This is an optimization exercise on Yosys and OpenROAD, whose aim is small area, a short achievable clock period and few clock cycles, not a production implementation.
In this exercise RTL edits were held to simulation tests only and were not proved equivalent to the original.

==> flow/design.v (excerpt) <==
module fpmc_alu (
    input  wire        clk,
    input  wire        rst,         
    input  wire        in_valid,
    output wire        in_ready,
    input  wire [2:0]  op,
    input  wire [4:0]  bits,
    input  wire [63:0] opa,
    input  wire [31:0] opb,
    output wire        out_valid,
    input  wire        out_ready,
    output wire [63:0] res,
    output wire [3:0]  code
);
    localparam [2:0] OP_QUANT_B   = 3'd0;
    localparam [2:0] OP_QUANT_C   = 3'd1;
    localparam [2:0] OP_DEQUANT_B = 3'd2;
    localparam [2:0] OP_DEQUANT_C = 3'd3;
    localparam [2:0] OP_LIMRANGE  = 3'd4;
    localparam [2:0] OP_EXTRACT   = 3'd5;
    localparam [2:0] OP_RAMP      = 3'd6;
    localparam [33:0] LR_SAT = 34'h3_6F6F_6F5C;
    reg        s1v;           
    reg        rdy;           
    reg        rdy_t;         
    reg        rdy_o, rdy_to;  
    reg        m_one;         
    reg        m_step;        
    reg        m_c1;          
    reg        m_c2;          
    reg        m_l1;          
    reg        m_lh;          
    reg        m_l5;          
    reg        m_lr;          
    reg [2:0]  op_q;
    reg [4:0]  bits_q;        
    reg        bok;           
    reg        sgn;           
    reg        ovf35;         
    reg [2:0]  hi3;           
    reg [31:0] I;             
    reg [40:0] R;             
    reg [35:0] N;             
    reg [15:0] Q;             
    reg        cs;            
    reg        ng_q;          
    reg        ov;
    reg [34:0] res_q;
    reg        r63;
    reg        c_ill, c_bad;
    wire   rdy_c     = rdy | (rdy_t & out_ready);
    assign in_ready  = rdy_o | (rdy_to & out_ready);
  ...
Settings: LEC_CHECK=0, CAP_MARGIN=20, CORE_MARGIN=2, CORE_UTILIZATION=56, PLACE_DENSITY=0.65, SLEW_MARGIN=20; clock period 11.0 ns.
standard.sh (not shown) runs the stock make flow with config.mk's settings and CLKGATE_MAP_FILE= SYNTH_SCRIPT=/design/flow/synth_recipe.tcl, a recipe that flattens the netlist after the stock synthesis.
==> flow/flow/run.sh <==
#!/bin/bash
# Standard ORFS layout (the standard.sh) with two changes:
# - the port buffers that placement inserts are sky130_fd_sc_hd__buf_1 (the
#   resizer upsizes them where timing needs it);
# - timing repair aims at a setup slack margin of 6 ns.
# The clock period and constraints stay the design's. make's output is in
# flow_make.log; each ORFS step logs to orfs/logs.
set -euo pipefail
bash standard.sh "BUFFER_PORTS_ARGS=-buffer_cell sky130_fd_sc_hd__buf_1" \
    SETUP_SLACK_MARGIN=6 finish > flow_make.log 2>&1
Testbench counts at the start, summed over its fixed seeds: cycles 38,958.
Edit:
CORE_UTILIZATION = 50   (was 56)
PLACE_DENSITY = 0.6   (was 0.65)
After rerunning: Count of clock-buffer cells in the layout came out higher by 1; register-to-register slack improved by 0.11 ns; final area increases by a few percent.

---

== run A ==
Another version of the RTL of fpmc_alu (not shown whole).
Size: roughly 2,300 cells after synthesis, roughly 180 I/O pins, ~0.018 mm^2 of cells after synthesis.
## fpmc_alu
module fpmc_alu (
    input  wire        clk,
    input  wire        rst,         
    input  wire        in_valid,
    output wire        in_ready,
    input  wire [2:0]  op,
    input  wire [4:0]  bits,
    input  wire [63:0] opa,
    input  wire [31:0] opb,
    output wire        out_valid,
    input  wire        out_ready,
    output wire [63:0] res,
    output wire [3:0]  code
);
    localparam [2:0] OP_QUANT_B   = 3'd0;
    localparam [2:0] OP_QUANT_C   = 3'd1;
    localparam [2:0] OP_DEQUANT_B = 3'd2;
    localparam [2:0] OP_DEQUANT_C = 3'd3;
    localparam [2:0] OP_LIMRANGE  = 3'd4;
    localparam [2:0] OP_EXTRACT   = 3'd5;
    localparam [2:0] OP_RAMP      = 3'd6;
    localparam [33:0] LR_SAT = 34'h3_6F6F_6F5C;
    reg        s1v;           
    reg        rdy;           
    reg        m_one;         
    reg        m_step;        
    reg        m_c1;          
    reg        m_c2;          
    reg        m_l1;          
    reg        m_lh;          
    reg        m_l5;          
    reg [2:0]  op_q;
    reg [4:0]  bits_q;
    reg        sgn;           
    reg        ovf35;         
    reg [2:0]  hi3;           
    reg [31:0] I;             
    reg [40:0] R;             
    reg [35:0] N;             
    reg [15:0] Q;             
    reg [4:0]  cnt;
    reg        cs;            
    reg        ov;
    reg [34:0] res_q;
    reg        r63;
    reg        c_ill, c_bad;
    assign in_ready  = rdy;
    assign out_valid = ov;
    assign res  = {r63, 28'd0, res_q};
    assign code = {1'b0, c_bad, c_bad | c_ill, c_bad};
    wire m_lr = m_l1 | m_lh | m_l5;
    wire [41:0] ax = m_lr ? {9'd0, R[40:8]} :
                     m_c1 ? {1'b0, R}       : {R, 1'b1};
    wire [41:0] ay = m_l1 ? {7'd0, I, 3'd0} :
                     m_lh ? {2'd0, I, 8'd0} :
                     m_l5 ? {4'd0, I, 6'd0} : {41'd0, m_c2 & cs};
    wire [41:0] az = m_c1 ? {10'd0, I} : {6'd0, N};
    wire [41:0] sum  = ax + ay + ~az + 42'd1;
    wire        fits = ~sum[41];
    wire [15:0] q_up  = Q + 16'd1;
    wire [15:0] q_dn  = Q - 16'd1;
  ...
clock: 11.0 ns
lec_check: 0
cap_margin: 20
core_margin: 2
core_utilization: 40
place_density: 0.6
slew_margin: 20
run.sh (not shown) runs the stock make flow with config.mk's settings and CLKGATE_MAP_FILE= SYNTH_SCRIPT=/design/flow/synth_recipe.tcl, a recipe that flattens the netlist after the stock synthesis.
Stock flow here: none of the scripts above is used.
Testbench counts of run A, summed over its fixed seeds: cycles 41,929.
The inputs of run B differ from those of run A as listed below.
- CORE_UTILIZATION now 50, was 40
==> flow/flow/run.sh (new file) <==
#!/bin/bash
# Standard ORFS layout, with timing repair aimed at a setup slack margin of 6.5 ns
# (the clock period and constraints stay the design's).
set -euo pipefail
bash standard.sh SETUP_SLACK_MARGIN=6.5 TNS_END_PERCENT=100 finish > flow_make.log 2>&1
==> flow/standard.sh (new file) <==
#!/bin/bash
# synth_recipe.tcl (not shown) runs the flow's synth.tcl, then flattens the netlist and writes it again
# the make line also repeats each setting of config.mk as NAME=value (left out here)
make -C /OpenROAD-flow-scripts/flow DESIGN_CONFIG=/design/flow/config.mk WORK_HOME=/design/flow/orfs CLKGATE_MAP_FILE= SYNTH_SCRIPT=/design/flow/synth_recipe.tcl "${@:-finish}"
removed: flow/run.sh
### Flow results
- Run B vs run A: wire length up by more than 10%
- Of the two values seen for slowest stage cell on the critical path, sky130_fd_sc_hd__dfxtp_4 was produced by run A and sky130_fd_sc_hd__fa_1 by run B.
- Relative to run A, wire length of the first global-routing pass has increased by about 11% in run B.
- Summary of run B over run A: global-route usage over all layers went up by 12 points; setup slack went up by 1.79 ns; count of different cell masters after synthesis was more or less identical.
- Cmp run B and run A / count of inserted antenna diode cells / lower: run A
- Where overall die area is concerned, run A is outperformed by run B.
Inputs modified between run B and run C:
- SETUP_SLACK_MARGIN: unset -> 5
==> flow/run.sh (new file) <==
#!/bin/bash
# synth_recipe.tcl (not shown) runs the flow's synth.tcl, then flattens the netlist and writes it again
# the make line also repeats each setting of config.mk as NAME=value (left out here)
make -C /OpenROAD-flow-scripts/flow DESIGN_CONFIG=/design/flow/config.mk WORK_HOME=/design/flow/orfs CLKGATE_MAP_FILE= SYNTH_SCRIPT=/design/flow/synth_recipe.tcl finish
removed: flow/flow/run.sh
removed: flow/standard.sh
## What came out
- Going from run B to run C, number of nets at the end of the flow has decreased; number of gates resized after cts has decreased; number of buffers inserted to repair setup after CTS has decreased; buffer and inverter count on the worst path has decreased.

-- what the ideal ports hide --
In the flow no input, the clock included, has a driving cell. The finished layouts below were timed again as built, in two steps.
Step 1: set_driving_cell puts a clkbuf_16 on clk and a buf_2 on each other input, an assumption about the parent block.
Step 2 times the ports against the registers' clock, not the clock port: input delays grow and output delays shrink by t, the midpoint of the rising clock arrivals with the driver on.
Slacks: ideal / step 1 / step 2; pairs: ideal / step 1.
| run | t, ns | setup slack, ns | worst setup path after step 2 | slew at the worst register clock pin (ns) | worst slew at a driven data input, ns |
|---|---|---|---|---|---|
| the first run of note 1 | 0.540 | 5.924 / 5.924 / 5.854 | input to register | 0.09 / 0.09 | 0.05 |
| the second run of note 1 | 0.524 | 6.021 / 5.990 / 5.650 | input to register | 0.09 / 0.09 | 0.04 |
| run A | 0.524 | 4.269 / 4.269 / 4.269 | register to register | 0.09 / 0.09 | 0.04 |
| run B | 0.531 | 6.058 / 6.058 / 6.058 | register to register | 0.09 / 0.09 | 0.04 |
| run C | 0.531 | 5.258 / 5.258 / 5.258 | register to register | 0.08 / 0.08 | 0.04 |
After both steps every run listed still meets setup and hold. For the second run of note 1, which loses most, drivers alone change the setup slack by -0.031 ns; drivers and shift together by -0.371 ns.
